Background: an optimization exercise with open tools, aiming at small area, a short achievable clock period and few clock cycles per item. Do not read the settings as production practice.
Function was checked by simulation only, so behaviour that the tests miss may differ from the original.
No activity file was given, so power comes from the tool's default toggle rates.

## old
Design sdf_deframer, start of the top module:
module sdf_deframer (
    input  wire       clk,
    input  wire       rst,
    input  wire       in_valid,
    input  wire [7:0] in_data,
    output wire       in_ready,
    output wire       out_valid,
    output wire [1:0] out_kind,
    output wire [7:0] out_data,
    output wire       out_last,
    input  wire       out_ready
);
export LEC_CHECK = 0
export CAP_MARGIN = 20
export CORE_MARGIN = 2
export CORE_UTILIZATION = 65
export PLACE_DENSITY = 0.75
export SETUP_SLACK_MARGIN = 5
export SLEW_MARGIN = 20
export TNS_END_PERCENT = 100
create_clock -name core_clock -period 10.0 [get_ports {clk}]
standard.sh (not shown) runs the stock make flow with config.mk's settings and CLKGATE_MAP_FILE= SYNTH_SCRIPT=/design/flow/synth_recipe.tcl, a recipe that flattens the netlist after the stock synthesis.
==> flow/flow/run.sh <==
#!/bin/bash
set -euo pipefail
MARGIN=$(cat flow/margin.txt)
CTS="-sink_clustering_enable -repair_clock_nets -dont_use_dummy_load $(cat flow/cts_args.txt)"
bash standard.sh SETUP_SLACK_MARGIN="$MARGIN" CTS_ARGS="$CTS" finish > flow_make.log 2>&1
==> flow/flow/cts_args.txt <==
-sink_clustering_size 25 -sink_clustering_max_diameter 70
==> flow/flow/margin.txt <==
7.1
Testbench counts of old, summed over its fixed seeds: cycles 33,943, bytes 32,412.
The following lists how new was set up differently from old:
diff --git a/flow/design.v b/flow/design.v
--- a/flow/design.v
+++ b/flow/design.v
@@ -239,30 +239,30 @@
         bt_last   = 1'b0;
         e_act_nx  = e_act;
         ep_nx     = ep;
         eph_nx    = eph;
         erem_nx   = erem;
         if (e_go) begin
             if (e_act) begin
                 if (!pown_q) begin
                     bt_v  = 1'b1;
                     ep_nx = pinc(ep);
-                    if (eph == 3'd5) begin
+                    if (eph == 3'd4) begin
                         erem_nx = erem - 8'd1;
-                        if (erem == 8'd1) begin
+                        if (erem == 8'd0) begin
                             bt_last  = 1'b1;
                             e_act_nx = 1'b0;
                         end
                     end else begin
                         eph_nx = eph + 3'd1;
-                        if (eph == 3'd4)
-                            erem_nx = s_data;      
+                        if (eph == 3'd3)
+                            erem_nx = rbyte;       
                     end
                 end
             end else if (q_has) begin
                 if (h_frame) begin
                     if (!pown_q) begin
                         pop      = 1'b1;
                         bt_v     = 1'b1;
                         e_act_nx = 1'b1;
                         ep_nx    = pinc(q_pos[0]);
                         eph_nx   = 3'd1;
### Flow results
All of old and new finish clean. Of old and new, the higher overall die height belongs to old. As far as sequential cell count goes, new and old are indistinguishable; the numbers are identical. What old reported for met1 routed wirelength after detailed routing has to be multiplied by 0.933 to get the figure for new. On sequential power, old tracks new almost exactly. In new the clock power share turned out 7.4 points lower than in old. Run comparison: old cell type of the slowest stage on the worst timing path sky130_fd_sc_hd__o21ai_0; new cell type of the slowest stage on the worst timing path sky130_fd_sc_hd__dfxtp_4. Reported for old and new, number of enable-type register cells in the synthesized netlist turned out identical to the last digit. Count of multi-input combinational gates was higher in old than in new. Of old and new, the run reporting the lower buffer count from post-CTS setup fixing was new. | global router's overall resource usage | new vs old | 3.6 points lower |. Synthesized-area fraction occupied by and/or/nand/nor cells: lower on new. | synthesized cell count | higher: old |.
Testbench counts of new, summed over its fixed seeds: cycles 33,943, bytes 32,412.

## violet
Another version of the RTL of sdf_deframer (not shown whole).
Size in the first run: about 5,500 cells after synthesis, ~25 I/O pins.
## sdf_deframer
module sdf_deframer (
    input  wire       clk,
    input  wire       rst,
    input  wire       in_valid,
    input  wire [7:0] in_data,
    output wire       in_ready,
    output wire       out_valid,
    output wire [1:0] out_kind,
    output wire [7:0] out_data,
    output wire       out_last,
    input  wire       out_ready
);
export LEC_CHECK = 0
export CAP_MARGIN = 20
export CORE_MARGIN = 2
export CORE_UTILIZATION = 65
export PLACE_DENSITY = 0.75
export SETUP_SLACK_MARGIN = 5
export SLEW_MARGIN = 20
export TNS_END_PERCENT = 100
create_clock -name core_clock -period 10.0 [get_ports {clk}]
==> flow/flow/cts_args.txt <==
-sink_clustering_size 30 -sink_clustering_max_diameter 60
==> flow/flow/margin.txt <==
6.8
Scripts as last shown in full above: flow/flow/run.sh
Testbench counts of violet, summed over its fixed seeds: cycles 33,943, bytes 32,412.
Setup changes, violet to xenon
--- a/flow/design.v
+++ b/flow/design.v
@@ -73,18 +73,22 @@
     reg  [7:0] r_d;
     reg  [1:0] q_typ [0:QD-1];
     reg  [9:0] q_pos [0:QD-1];
     reg  [QD-1:0] qv;           
     reg        e_act;           
     reg  [9:0] ep;              
     reg  [8:0] occ_q;           
     reg  [2:0] eph;             
     reg  [7:0] erem;            
+    reg        c_v;
+    reg  [1:0] c_kind;
+    reg  [7:0] c_data;
+    reg        c_last;
     reg        o_v;
     reg  [1:0] o_kind;
     reg  [7:0] o_data;
     reg        o_last;
     reg        s_v;
     reg  [1:0] s_kind;
     reg  [7:0] s_data;
     reg        s_last;
     assign in_ready  = in_rdy_q;
@@ -269,18 +273,22 @@
                     bt_kind  = q_typ[0];
                     bt_frame = 1'b0;
                     bt_last  = 1'b1;
                 end
             end
         end
     end
     wire [7:0] bt_data = bt_frame ? rbyte : 8'd0;
     wire       a_free  = !o_v || out_ready;
+    wire       a_v     = s_v || bt_v;
+    wire [1:0] a_kind  = s_v ? s_kind : bt_kind;
+    wire [7:0] a_data  = s_v ? s_data : bt_data;
+    wire       a_last  = s_v ? s_last : bt_last;
     wire [9:0] s_need = (st == S_SEEK0) ? sp : cs;
     wire [9:0] hp     = e_act ? ep : (q_has ? q_pos[0] : s_need);
     wire       acc    = in_valid && in_rdy_q;
     wire [9:0] wn_nx  = in_v ? pinc(wn) : wn;
     wire [8:0] occ    = pdist(wn_nx, hp);
     wire occ_ok = in_v ? (acc ? (occ_q <= 9'd257) : (occ_q <= 9'd258))
                        : (acc ? (occ_q <= 9'd258) : (occ_q <= 9'd259));
     wire q_ok = push ? !qv[QD-3] : !qv[QD-2];
     wire       rmode_nx = jump || (s_go ? (sp_inc != wn_nx) : (sp != wn_nx));
@@ -296,22 +304,25 @@
     wire [9:0] ra_pos = pown_nx ? fp_pre : (e_act_nx ? ep_nx : qh_nx);
     wire [8:0] ra_nx  = ra_pos[8:0];
     integer i;
     always @(posedge clk) begin
         in_d <= in_data;
         if (in_v)
             mem[wn[8:0]] <= in_d;
         if (f_go)
             r_d <= rbyte;
-        if (a_free) begin
-            o_kind <= s_v ? s_kind : bt_kind;
-            o_data <= s_v ? s_data : bt_data;
-            o_last <= s_v ? s_last : bt_last;
+        o_kind <= a_free ? a_kind : c_kind;
+        o_data <= a_free ? a_data : c_data;
+        o_last <= a_free ? a_last : c_last;
+        if (!(o_v && !out_ready)) begin
+            c_kind <= a_kind;
+            c_data <= a_data;
+            c_last <= a_last;
         end
         if (bt_v) begin
             s_kind <= bt_kind;
             s_data <= bt_data;
             s_last <= bt_last;
         end
         ckh_ok <= ckh_ok_nx;
         sum <= sum_nx;
         rem <= rem_nx;
@@ -350,18 +361,19 @@
             own_q    <= 1'b0;
             pown_q   <= 1'b0;
             fp       <= 10'd0;
             r_v      <= 1'b0;
             qv       <= {QD{1'b0}};
             fv_q     <= 1'b0;
             occ_q    <= 9'd0;
             e_act    <= 1'b0;
             o_v      <= 1'b0;
+            c_v      <= 1'b0;
             s_v      <= 1'b0;
         end else begin
             in_rdy_q <= rdy_nx;
             in_v     <= acc;
             wn       <= wn_nx;
             st       <= st_nx;
             sp       <= sp_nx;
             tf_ok    <= tf_ok_nx;
             own_q    <= rmode_nx;
@@ -374,15 +386,16 @@
             else if (s_go)
                 r_v <= 1'b0;
             if (push && !pop)
                 qv <= {qv[QD-2:0], 1'b1};
             else if (pop && !push)
                 qv <= {1'b0, qv[QD-1:1]};
             fv_q     <= fv_nx;
             occ_q    <= occ;
             e_act    <= e_act_nx;
-            if (a_free)
-                o_v <= s_v || bt_v;
+            o_v      <= a_free ? a_v : c_v;
+            if (!(o_v && !out_ready))
+                c_v <= a_v;
             s_v      <= (s_v || bt_v) && !a_free;
         end
     end
 endmodule
==> comparison <==
Every stage of the flow completed for xenon, and the final layout passed the timing, design-rule and antenna checks. The lower sequential share of layout area of xenon and violet is in violet. In xenon the synthesized area turned out about 0.55% lower than in violet. xenon falls short of violet in power. xenon ended with more number of flip-flops and latches in the synthesized netlist than violet. Critical path depth (xenon over violet): increase, 2.
Testbench counts of xenon, summed over its fixed seeds: cycles 33,943, bytes 32,412.

RTL: one of the versions met above, not the one the previous note started from.
Size in the first run: ~5500 cells after synthesis, roughly 25 I/O pins, roughly 98000 um2 of cells after synthesis.
==> flow/config.mk <==
export PLATFORM = sky130hd
export DESIGN_NAME = sdf_deframer
export DESIGN_NICKNAME = sdf_deframer
export VERILOG_FILES = /design/flow/design.v
export SDC_FILE = /design/flow/constraint.sdc
export NUM_CORES = 4
export LEC_CHECK = 0
export CAP_MARGIN = 20
export CORE_MARGIN = 2
export CORE_UTILIZATION = 65
export PLACE_DENSITY = 0.75
export SETUP_SLACK_MARGIN = 5
export SLEW_MARGIN = 20
export TNS_END_PERCENT = 100
==> flow/constraint.sdc <==
create_clock -name core_clock -period 10.0 [get_ports {clk}]
set_input_delay 2.0000 -clock core_clock [delete_from_list [all_inputs] [get_ports {clk}]]
set_output_delay 2.0000 -clock core_clock [all_outputs]
set_load 0.01 [all_outputs]
==> flow/flow/margin.txt <==
7.0
Scripts as last shown in full above: flow/flow/run.sh, flow/flow/cts_args.txt
Testbench counts at the start, summed over its fixed seeds: cycles 33,943, bytes 32,412.
Then changed:
--- a/flow/design.v
+++ b/flow/design.v
@@ -45,17 +45,21 @@
         input [9:0] b;
         begin
             if (a[9] == b[9])
                 pdist = a[8:0] - b[8:0];
             else
                 pdist = a[8:0] + 9'd260 - b[8:0];
         end
     endfunction
-    reg  [7:0] mem [0:CAP-1];
+    reg  [7:0] mb0 [0:63];
+    reg  [7:0] mb1 [0:63];
+    reg  [7:0] mb2 [0:63];
+    reg  [7:0] mb3 [0:63];
+    reg  [7:0] mb4 [0:CAP-257];
     reg        in_rdy_q;
     reg        in_v;            
     reg  [7:0] in_d;
     reg  [9:0] wn;              
     reg  [2:0] st;
     reg  [9:0] sp;              
     reg  [9:0] cs;              
     reg        b0_55;           
@@ -91,18 +95,22 @@
     reg  [1:0] s_kind;
     reg  [7:0] s_data;
     reg        s_last;
     assign in_ready  = in_rdy_q;
     assign out_valid = o_v;
     assign out_kind  = o_kind;
     assign out_data  = o_data;
     assign out_last  = o_last;
-    reg  [8:0] ra_q;            
-    wire [7:0] rbyte = mem[ra_q];
+    reg  [4:0] ra_bk;
+    reg  [5:0] ra_o0, ra_o1, ra_o2, ra_o3;
+    reg  [1:0] ra_o4;
+    wire [7:0] rbyte = ({8{ra_bk[0]}} & mb0[ra_o0]) | ({8{ra_bk[1]}} & mb1[ra_o1]) |
+                       ({8{ra_bk[2]}} & mb2[ra_o2]) | ({8{ra_bk[3]}} & mb3[ra_o3]) |
+                       ({8{ra_bk[4]}} & mb4[ra_o4]);
     wire       q_full = qv[QD-1];
     wire       s_go   = !q_full && (own_q ? r_v : in_v);
     wire [7:0] b      = own_q ? r_d : in_d;
     wire b55  = (b == 8'h55);
     wire bAA  = (b == 8'hAA);
     wire pair = (pv55 && bAA) || (pvAA && b55);       
     wire tf_hit = !tf_ok && pair;
     wire [9:0] sp_prev = pdec(sp);
@@ -302,17 +310,23 @@
     wire [9:0] qh_nx = pop ? (qv[1] ? q_pos[1] : cs)
                            : (qv[0] ? q_pos[0] : cs);
     wire [9:0] ra_pos = pown_nx ? fp_pre : (e_act_nx ? ep_nx : qh_nx);
     wire [8:0] ra_nx  = ra_pos[8:0];
     integer i;
     always @(posedge clk) begin
         in_d <= in_data;
         if (in_v)
-            mem[wn[8:0]] <= in_d;
+            case (wn[8:6])
+                3'd0:    mb0[wn[5:0]] <= in_d;
+                3'd1:    mb1[wn[5:0]] <= in_d;
+                3'd2:    mb2[wn[5:0]] <= in_d;
+                3'd3:    mb3[wn[5:0]] <= in_d;
+                default: mb4[wn[1:0]] <= in_d;
+            endcase
         if (f_go)
             r_d <= rbyte;
         o_kind <= a_free ? a_kind : c_kind;
         o_data <= a_free ? a_data : c_data;
         o_last <= a_free ? a_last : c_last;
         if (!(o_v && !out_ready)) begin
             c_kind <= a_kind;
             c_data <= a_data;
@@ -327,17 +341,22 @@
         sum <= sum_nx;
         rem <= rem_nx;
         b0_55 <= b0_55_nx;
         cs <= cs_nx;
         tf <= tf_nx;
         ep <= ep_nx;
         eph <= eph_nx;
         erem <= erem_nx;
-        ra_q <= ra_nx;
+        ra_bk <= 5'd1 << ra_nx[8:6];
+        ra_o0 <= (ra_nx[8:6] == 3'd0) ? ra_nx[5:0] : 6'd0;
+        ra_o1 <= (ra_nx[8:6] == 3'd1) ? ra_nx[5:0] : 6'd0;
+        ra_o2 <= (ra_nx[8:6] == 3'd2) ? ra_nx[5:0] : 6'd0;
+        ra_o3 <= (ra_nx[8:6] == 3'd3) ? ra_nx[5:0] : 6'd0;
+        ra_o4 <= (ra_nx[8:6] == 3'd4) ? ra_nx[1:0] : 2'd0;
         if (s_go && st != S_SEEK0) begin
             pv55 <= b55;
             pvAA <= bAA;
         end
         for (i = 0; i < QD; i = i + 1) begin
             if (push && (pop ? (qv[i] && (i == QD - 1 || !qv[(i+1) % QD]))
                              : (!qv[i] && (i == 0 || qv[(i+QD-1) % QD])))) begin
                 q_typ[i] <= push_typ;
After rerunning:
- non-clock buffer count climbs by 10
- count of clock-buffer cells in the layout drops by 2
- via count climbs by 3.5%
- setup slack got worse by 0.27 ns
- sequential cell count climbs by 22
- sequential power hardly moves
- worst hold slack got worse by 0.0089 ns
- design area climbs by 0.77%
- die area climbs by about 1.6%
- area after synthesis climbs by about 1.6%
- total power drops by about 23%
- wire length climbs by about 6%
Testbench counts after the change, summed over its fixed seeds: cycles 33,943, bytes 32,412.

## what the ideal ports hide
How much do the figures lean on ideal ports? The routed layouts below were timed once more, with nothing changed but the port constraints. Step 1 sets driving cells, clkbuf_16 on the clock port and buf_2 on the other inputs (assumed; they add their load-dependent delay and slew). Step 2 adds t to the input delays and takes it off the output delays; t is the mean of the earliest and latest rising clock arrival at the registers after step 1. Input paths then give back, and output paths get back, about the clock's delay inside the block. a / b / c = ideal ports / drivers / drivers and shift; a / b = the first two.
run	shift t [ns]	setup WS [ns]	worst data-port slew with drivers (ns)
old	0.866	6.570 / 6.554 / 6.235	0.03
new	0.852	6.650 / 6.638 / 6.234	0.03
violet	0.855	6.514 / 6.427 / 6.069	0.14
xenon	0.856	6.559 / 6.559 / 6.112	0.03
the first run of note 3	0.869	6.652 / 6.577 / 6.257	0.03
the second run of note 3	0.845	6.378 / 6.378 / 6.151	0.08
After both steps every run listed still meets setup and hold. The setup slack of xenon, which loses most, moves by 0.000 ns with the drivers and by -0.447 ns with both steps.
